From an optimization exercise on the open Yosys and OpenROAD flow, aimed at small area, a short achievable clock period and few clock cycles; shortcuts taken in it are not production practice. Function not checked in this run: the RTL went through the layout flow alone. Power is estimated from default activity; no workload was simulated.

==> flow/design.v <==
module franklin_rx (
    input  wire       clk,
    input  wire       rst,           
    input  wire       in_valid,
    input  wire       in_timeout,
    input  wire [7:0] in_byte,
    output wire       in_ready,
    output reg        tx_valid,
    output wire [7:0] tx_byte,
    output reg        ind_valid,
    input  wire       ind_ready,
    output reg        ind_dispatch,
    output reg  [7:0] ind_data,
    output reg        ind_last,
    input  wire [1:0] verdict
);
    localparam QD = 8;               
    localparam QW = 3;
    localparam [1:0] E_CTRL = 2'd0,  
                     E_TX   = 2'd1,  
                     E_DISP = 2'd2;  
    reg       rdy;
    reg       tk_v;
    reg       tk_to;
    reg [7:0] tk_b;
    assign in_ready = rdy;
    always @(posedge clk) begin
        tk_v  <= in_valid & rdy & ~rst;
        tk_to <= in_timeout;
        tk_b  <= in_byte;
    end
    function [4:0] contrib;
        input [1:0] j;
        input [7:0] d;
        begin
            case (j)
                2'd0: contrib = {^(d & 8'h4B), ^(d & 8'h95), ^(d & 8'h26), ^(d & 8'h38), ^(d & 8'hC0)};
                2'd1: contrib = {^(d & 8'hDC), ^(d & 8'h6C), ^(d & 8'hB5), ^(d & 8'h3A), ^(d & 8'hC3)};
                default: contrib = {^(d & 8'hE2), ^(d & 8'hD5), ^(d & 8'hB9), ^(d & 8'h7E), ^(d & 8'hFF)};
            endcase
        end
    endfunction
    function [4:0] tagpar;
        input [2:0] tag;
        begin
            tagpar = {{4{tag[0] ^ tag[1]}}, tag[0]};
        end
    endfunction
    wire [3:0] hi_of_lo [0:7];
    assign hi_of_lo[0] = 4'h8; assign hi_of_lo[1] = 4'hE;
    assign hi_of_lo[2] = 4'hD; assign hi_of_lo[3] = 4'hB;
    assign hi_of_lo[4] = 4'hF; assign hi_of_lo[5] = 4'h9;
    assign hi_of_lo[6] = 4'hA; assign hi_of_lo[7] = 4'h0;
    reg [7:0] mem [0:127];
    reg [4:0] syn [0:42];
    reg       coll;          
    reg       first;         
    reg [6:0] flen;          
    reg [6:0] dleft;         
    reg [1:0] gj;            
    reg [4:0] acc;           
    reg [5:0] gw;            
    reg [5:0] tr;            
    reg [5:0] kc;            
    reg       bad;
    reg       ffb;           
    reg       ff_in;
    reg [6:0] wp, fs, rp;    
    reg [8:0]    q [0:QD-1];
    reg [QW-1:0] qh, qt;
    reg [QW:0]   qn;
    reg       ad;            
    reg [6:0] bleft;         
    reg       pv;            
    reg [1:0] txi;           
    reg       txx;
    assign tx_byte = {1'b1, txx, txi[0], txi[1], 2'b00, txi[1], txi[0]};
    wire       known   = (tk_b == 8'h80) || (tk_b == 8'hE1) || (tk_b == 8'hD2) ||
                         (tk_b == 8'hB3) || (tk_b == 8'hF4) || (tk_b == 8'h95) ||
                         (tk_b == 8'hA6);
    wire       badlen  = (tk_b[6:0] == 7'd0) || (tk_b[6:0] == 7'd1) ||
                         (tk_b[6:0] == 7'd2) || (tk_b[6:0] == 7'd4);
    wire [4:0] cb      = contrib(gj, tk_b);
    wire       isdata  = (dleft != 7'd0);
    wire       chk_ok  = (tk_b[2:0] == tr[2:0]) &&
                         (tk_b[7:3] == (syn[tr] ^ tagpar(tr[2:0])));
    wire       lastchk = (kc == 6'd1);
    reg       push;
    reg [8:0] pdat;
    reg       wr;
    always @(*) begin
        push = 1'b0;
        pdat = 9'd0;
        wr   = 1'b0;
        if (tk_v) begin
            if (!coll) begin
                if (!tk_to) begin
                    if (known) begin
                        push = 1'b1;
                        pdat = {E_CTRL, 4'd0, tk_b[2:0]};
                    end else if (tk_b[7] || badlen) begin
                        push = 1'b1;
                        pdat = {E_TX, 7'd1};
                    end
                end
            end else if (tk_to) begin
                push = 1'b1;
                pdat = {E_TX, 7'd1};
            end else if (isdata) begin
                wr = 1'b1;
            end else if (lastchk) begin
                push = 1'b1;
                if (bad || !chk_ok)
                    pdat = {E_TX, 7'd1};
                else if (ffb != ff_in)
                    pdat = {E_TX, 7'd0};
                else
                    pdat = {E_DISP, flen};
            end
        end
    end
    always @(posedge clk) begin
        if (wr)
            mem[wp] <= first ? {1'b0, tk_b[6:0]} : tk_b;
        if (tk_v && coll && !tk_to && gj == 2'd2)
            syn[gw] <= acc ^ cb;
    end
    always @(posedge clk) begin
        if (rst) begin
            coll  <= 1'b0;
            ff_in <= 1'b0;
            wp    <= 7'd0;
            fs    <= 7'd0;
        end else if (tk_v) begin
            if (!coll) begin
                if (!tk_to && !known && !tk_b[7] && !badlen) begin
                    coll  <= 1'b1;
                    first <= 1'b1;
                    flen  <= tk_b[6:0];
                    dleft <= tk_b[6:0] - 7'd1;
                    gj    <= 2'd1;
                    acc   <= contrib(2'd0, tk_b);
                    gw    <= 6'd0;
                    tr    <= 6'd0;
                    kc    <= 6'd1;
                    bad   <= 1'b0;
                end
            end else if (tk_to) begin
                coll <= 1'b0;
                wp   <= fs;
            end else begin
                gj  <= (gj == 2'd2) ? 2'd0 : gj + 2'd1;
                acc <= (gj == 2'd2) ? 5'd0 : acc ^ cb;
                if (gj == 2'd2)
                    gw <= gw + 6'd1;
                if (isdata) begin
                    wp    <= wp + 7'd1;
                    first <= 1'b0;
                    if (first)
                        ffb <= tk_b[7];
                    dleft <= dleft - 7'd1;
                    if (gj == 2'd0)
                        kc <= kc + 6'd1;
                end else begin
                    tr <= tr + 6'd1;
                    kc <= kc - 6'd1;
                    if (!chk_ok)
                        bad <= 1'b1;
                    if (lastchk) begin
                        coll <= 1'b0;
                        if (bad || !chk_ok || ffb != ff_in) begin
                            wp <= fs;
                        end else begin
                            ff_in <= ~ff_in;
                            fs    <= wp;
                        end
                    end
                end
            end
        end
    end
    wire [8:0] qhd   = q[qh];
    wire       qne   = (qn != 0);
    wire       ofree = !ind_valid || ind_ready;
    wire       vfire = ind_valid && ind_ready && ind_dispatch && ind_last;
    reg       pop;
    reg       ld;            
    always @(*) begin
        pop = 1'b0;
        ld  = 1'b0;
        if (ad) begin
            ld = ofree;
        end else if (qne) begin
            case (qhd[8:7])
                E_TX:    pop = !pv;
                default: begin pop = ofree; ld = ofree; end
            endcase
        end
    end
    always @(posedge clk) begin
        if (push)
            q[qt] <= pdat;
    end
    wire [QW:0] qn_d = qn + {{QW{1'b0}}, push} - {{QW{1'b0}}, pop};
    wire [6:0]  used = wp - rp;
    always @(posedge clk) begin
        if (rst) begin
            qh        <= {QW{1'b0}};
            qt        <= {QW{1'b0}};
            qn        <= {(QW+1){1'b0}};
            ad        <= 1'b0;
            pv        <= 1'b0;
            rp        <= 7'd0;
            ind_valid <= 1'b0;
            tx_valid  <= 1'b0;
            rdy       <= 1'b1;
        end else begin
            if (push)
                qt <= (qt == QD-1) ? {QW{1'b0}} : qt + 1'b1;
            if (pop)
                qh <= (qh == QD-1) ? {QW{1'b0}} : qh + 1'b1;
            qn  <= qn_d;
            rdy <= (qn_d < QD - 1) && !((rp != fs) && (used >= 7'd125));
            tx_valid <= 1'b0;
            if (vfire) begin
                tx_valid <= 1'b1;
                txi      <= {verdict[0] ^ verdict[1], verdict[1]};
                txx      <= verdict[0];
                pv       <= 1'b0;
            end else if (pop && qhd[8:7] == E_TX) begin
                tx_valid <= 1'b1;
                txi      <= {1'b0, qhd[0]};
                txx      <= qhd[0];
            end
            if (ofree)
                ind_valid <= 1'b0;
            if (ld) begin
                ind_valid <= 1'b1;
                if (ad || qhd[8:7] == E_DISP) begin
                    ind_dispatch <= 1'b1;
                    ind_data     <= mem[rp];
                    rp           <= rp + 7'd1;
                    if (ad) begin
                        ind_last <= (bleft == 7'd1);
                        bleft    <= bleft - 7'd1;
                        if (bleft == 7'd1) begin
                            ad <= 1'b0;
                            pv <= 1'b1;
                        end
                    end else begin
                        ind_last <= 1'b0;
                        bleft    <= qhd[6:0] - 7'd2;
                        ad       <= 1'b1;
                    end
                end else begin
                    ind_dispatch <= 1'b0;
                    ind_last     <= 1'b1;
                    ind_data     <= {hi_of_lo[qhd[2:0]], 1'b0, qhd[2:0]};
                end
            end
        end
    end
endmodule
==> flow/run.sh <==
#!/bin/bash
# synth_recipe.tcl (not shown) runs the flow's synth.tcl, then flattens the netlist and writes it again
# the make line also repeats each setting of config.mk as NAME=value (left out here)
make -C /OpenROAD-flow-scripts/flow DESIGN_CONFIG=/design/flow/config.mk WORK_HOME=/design/flow/orfs CLKGATE_MAP_FILE= SYNTH_SCRIPT=/design/flow/synth_recipe.tcl finish
==> flow/config.mk <==
export PLATFORM = sky130hd
export DESIGN_NAME = franklin_rx
export DESIGN_NICKNAME = franklin_rx
export VERILOG_FILES = /design/flow/design.v
export SDC_FILE = /design/flow/constraint.sdc
export NUM_CORES = 4
export LEC_CHECK = 0
export CAP_MARGIN = 40
export CORE_MARGIN = 2
export CORE_UTILIZATION = 40
export SLEW_MARGIN = 40
==> flow/constraint.sdc <==
create_clock -name core_clock -period 10.0 [get_ports {clk}]
set_input_delay 2.0000 -clock core_clock [delete_from_list [all_inputs] [get_ports {clk}]]
set_output_delay 2.0000 -clock core_clock [all_outputs]
set_load 0.01 [all_outputs]
==> results.txt <==
-- cells by family (layout without fill, tap and decap cells) --
logic type | Yosys count | count (layout)
AOI/OAI and AO/OA | 170 | 170
and+or+nand+nor | 520 | 520
muxes | 468 | 468
adders and majority gates | 46 | 46
DFF | 1437 | 1437
xor gates and xnor gates | 86 | 86
buffers and inverters | 210 | 407
other | 2 | 4
-- through the flow --
| step | total power [mW] | hold WS, ns | std cells | utilization (%) |
|---|---|---|---|---|
| finish | 14.84 | 0.4915 | 5041 | 45.89 |
| global route | 15.35 | 0.5157 | 5040 | 45.89 |
| CTS | 14.97 | 0.4966 | 5032 | 45.68 |
| detailed placement | 9.358 | 0.4833 | 4755 | 42.19 |
| global placement | 9.297 | 0.4607 | 4753 | 42.07 |
| floorplan | 8.585 | 0.4444 | 2940 | - |
-- worst register-to-register path: stages (launching register included) --
cell      delay, ns
dfxtp_4        0.83
inv_1          0.39
ha_1           0.31
a22o_1         0.23
a22o_1         0.22
a22oi_1        0.26
and2_1         0.18
or3_1          0.10
o21ai_0        0.10
nand2_1        0.36
ha_1           0.22
inv_1          0.04
ha_1           0.21
fa_1           0.42
xnor2_1        0.15
nand3b_1       0.17
a31o_2         0.23
-- worst paths after layout --
| kind | start | to | slack [ns] |
|---|---|---|---|
| max | tk_b[5] | rdy | 5.47 |
| min reg2reg | qh[1] | flop | 0.49 |
| max reg2reg | tk_b[5] | rdy | 5.47 |
| min | qh[1] | flop | 0.49 |
-- area by class of cell --
cell class              instances  area [um2]  share of cell area [%]
repair buffers                 87       904.6                   1.374
flip-flops and latches       1437       42560                   64.64
multi-input cells            1293       14810                   22.50
clock inverters                85       999.7                   1.518
clock buffers                 192        4016                   6.100
diodes                          1       2.502                0.003801
inverters                      43       161.4                  0.2451
well taps                    1903        2381                   3.616
-- registers in the layout (all words and copies together), names as in the netlist, 5 cells and up, named ones only --
name      flops
acc           5
bleft         7
dleft         7
flen          7
fs            7
gw            6
ind_data      8
kc            6
mem        1024
q            72
rp            7
syn         215
tk_b          8
tr            6
wp            7
-- layer usage --
layer  share of wire, %  wire length, um
met1                 42            55970
met4                2.5             3337
met5                  0                0
met2                 50            66480
met3                4.9             6441
-- layout by cell type, fill, tap and decap left out, drive strengths merged, types with 8 or more instances in the layout --
cell and count:
mux2i 65, nor4 8, bufinv 17, nand2 91, buf 56, nand3 25, edfxtp 1373, o21ai 24
ha 44, a211oi 10, nor3b 13, nor2 263, nand4 11, nand3b 15, o211ai 10, nor2b 16
or3 15, nor3 24, dfxtp 64, inv 45, clkbuf 192, mux4 390, a21oi 52, clkinv 61
xor2 35, and2 9, xnor2 51, a22oi 20, clkdlybuf4s50 31, mux2 13
-- power by group through the flow --
stage | logic, mW | registers [mW] | clock network [mW]
2_1_floorplan | 1.66 | 6.93 | 0
3_3_place_gp | 2.27 | 7.02 | 0
3_5_place_dp | 2.36 | 7.00 | 0
4_1_cts | 2.37 | 6.87 | 5.73
5_1_grt | 2.52 | 6.86 | 5.97
6_report | 2.36 | 6.85 | 5.63
==> summary.md <==
| Metric | Value |
|---|---|
| EDFF count, synth | `between 1000 and 1500` |
| DR WL/cell | `26.23 um` |
| Commonest cells in the synthesized netlist | `1373 x edfxtp_1, 388 x mux4_2, 263 x nor2_1` |
| Worst setup path class | `reg -> reg` |
| Chip Width | `roughly 380 um` |
| Run status | `complete, no violations` |
| Fill cell total of the finished layout | `11850` |
| Portion of the post-synthesis area used by sequential elements | `73.53%` |
| Quantity of I/O buffers inserted on ports | `32` |
| Core area | `143500 um2` |
| Cts bufs inserted | `148` |
| Critical path arrival | `5.18 ns` |
| Insertion delay of the later-clocked pin in the worst-skew pair | `0.78 ns` |
| Maximum number of pins on one net before global-route repair | `96` |
| Worst VDD drop | `around 140 uV` |
| Initial antenna violation count | `3` |
| Top-level I/O count | `36` |
| Worst Slack Setup Final | `5.472 ns` |
| Mux cell area share after synthesis | `16.58%` |
| Standby leakage power | `19.92 nW` |
| RSZ-0062 raised after global routing | `no` |
| TritonCTS clock tree | `built` |
| CP Capture Type | `flop` |
| Synthesized netlist cell count | `between 2000 and 3000` |
| Post-synthesis register bit count | `1437` |
| Count of warnings emitted by yosys | `1` |
| Congestion Overflow GR | `0` |
| Shortest clock period the worst path allows after layout | `around 4.5 ns` |
| Via count | `27950` |
| Slowest CP cell | `dfxtp_4` |
| Power density of the placed cells | `225.4 nW/um2` |
| Maximum clock frequency | `0.2208 GHz` |
| Number of gates given a new drive strength after cts | `0` |
| Chain of cells forming the critical path | `inv_1, ha_1, a22o_1, a22o_1, a22oi_1, and2_1, or3_1, o21ai_0, nand2_1, ha_1, inv_1, ha_1, fa_1, xnor2_1, nand3b_1, a31o_2` |
| Worst slack at placement | `5.237 ns` |
| Area added between synthesis and finish | `13.88%` |
| Cell at the root of the clock tree | `clkbuf_16` |
| Final hold viol count | `0` |
| Critical Path Source Type | `flop` |
| # clock sinks | `between 1000 and 1500` |
| Crit share post-route | `45.28%` |
| Initial cell density of the core | `40.30%` |
| Hold WC Path Type | `reg -> reg` |
| Internal Power | `11.18 mW` |
| Worst endpoint required time | `between 10 and 15 ns` |
| ANT nets after route | `0` |
| Dominant cell by count in the synthesized netlist | `edfxtp_1` |
| Setup violators final | `0` |
| Layout Skew | `0.04290 ns` |
| Met1 Resource Use GR | `24.62%` |
| Max-capacitance violation count | `0` |
| Die footprint | `147600 um2` |
| Cell repeated most along the worst path | `ha_1` |
| Final layout net count | `approximately 3100` |
| Remaining design rule violation count | `0` |
| Via-per-instance ratio | `5.544` |
| Clock tree buffer depth | `3` |
| Number of H-tree branching levels | `4` |
| Synth Area in Simple Gates | `under 10%` |
| Hold depth | `2` |
| Total Negative Setup Slacks | `0 ns` |
| Top cell type by total area after synthesis | `edfxtp_1` |
| Portion of synthesized cell area occupied by the leading cell type | `~70%` |
| Number of detailed-route iterations in the first pass | `7` |
| Compound-cell area share of the yosys netlist | `1.941%` |
| Transition time at the pin with the least slew margin | `0.9228 ns` |
| Final RePlAce weighted congestion | `0.7935` |
| Xor/xnor cell area share of the yosys netlist | `1.303%` |
| Hold_buf cts | `0` |
| Met3 Track Usage GR | `around 2.7%` |
| Dominant register cell in the synthesized netlist | `edfxtp_1` |
| Netlist Area Pre-Place | `57820 um2` |
| Clock Power Share | `38.0%` |
| Crit path max fanout | `58` |
| Overall fraction of global-route tracks in use | `between 10% and 20%` |
| Top cells by area in the synthesized netlist | `edfxtp_1 71%, mux4_2 15%, dfxtp_1 2.2%, nor2_1 1.7%, mux2i_1 1.1%` |
| Met2 GRT Util | `about 30%` |
| Layout cells sized above 1 | `24.86%` |
| Critical path depth in cells | `16` |
| Most crowded layer after global routing | `met2` |
| Net switching power | `3.661 mW` |
| Synthesized area divided by synthesized cell count | `19.67 um2` |
| Largest family of logic cells by synthesized area | `multiplexers` |
| Wire length of the first global-routing pass | `approximately 200000 um` |
| Die Y | `384.2 um` |
| Category of cells accounting for the largest share of critical-path delay | `adder cells` |
| Number of core rows | `139` |
| Number of global-route vias before repair | `28890` |
| Cell Area, Placed | `a little over 60000 um2` |
| Number of pins exceeding their max-slew limit in the final report | `0` |
| Biggest cell delay along the critical path | `0.83 ns` |
| Post-Synth Adder-Cell Area | `1.021%` |
| Register clock-pin slew on the reported worst setup and hold paths | `0.06 ns` |
| Max-slew headroom at the worst pin | `between 30% and 40%` |
| Final wirelength | `between 100000 and 150000 um` |
| Flop pwr share | `46.2%` |
| Post-CTS setup buffer count | `0` |
| Proportion of register bits with asynchronous set or reset after synthesis | `0%` |
| Post-detailed-placement half-perimeter wirelength | `around 80000 um` |
| Count of buffering cells on the critical path with inverters included | `2` |
| Final Instance Area | `65840 um2` |
| Depth of the most critical reg-to-reg path | `16` |
| Violation count after the first detailed-routing iteration | `2691` |
| Net Sw Frac | `24.67%` |
| Proportion of power drawn by combinational gates | `15.9%` |
| Number of unique standard cell types used by synthesis | `67` |

what the ideal ports hide:
The results above use ideal ports. As a check the final layout listed here was re-extracted and re-timed, cells and wires unchanged.
Step 1, drivers: a clkbuf_16 drives clk and a buf_2 each remaining input, both assumed.
Step 2 times the ports against the registers' clock, not the clock port: input delays grow and output delays shrink by t, the midpoint of the rising clock arrivals with the driver on.
a / b / c = ideal ports / drivers / drivers and shift; a / b = the first two.
t, ns: 0.833
setup slack, ns: 5.472 / 5.472 / 5.214
latest minus earliest clock arrival (ns): 0.043 / 0.043
worst register clock-pin slew, ns: 0.07 / 0.07
After both steps setup and hold are still met in this run. For this run, drivers alone change the setup slack by 0.000 ns; drivers and shift together by -0.258 ns.
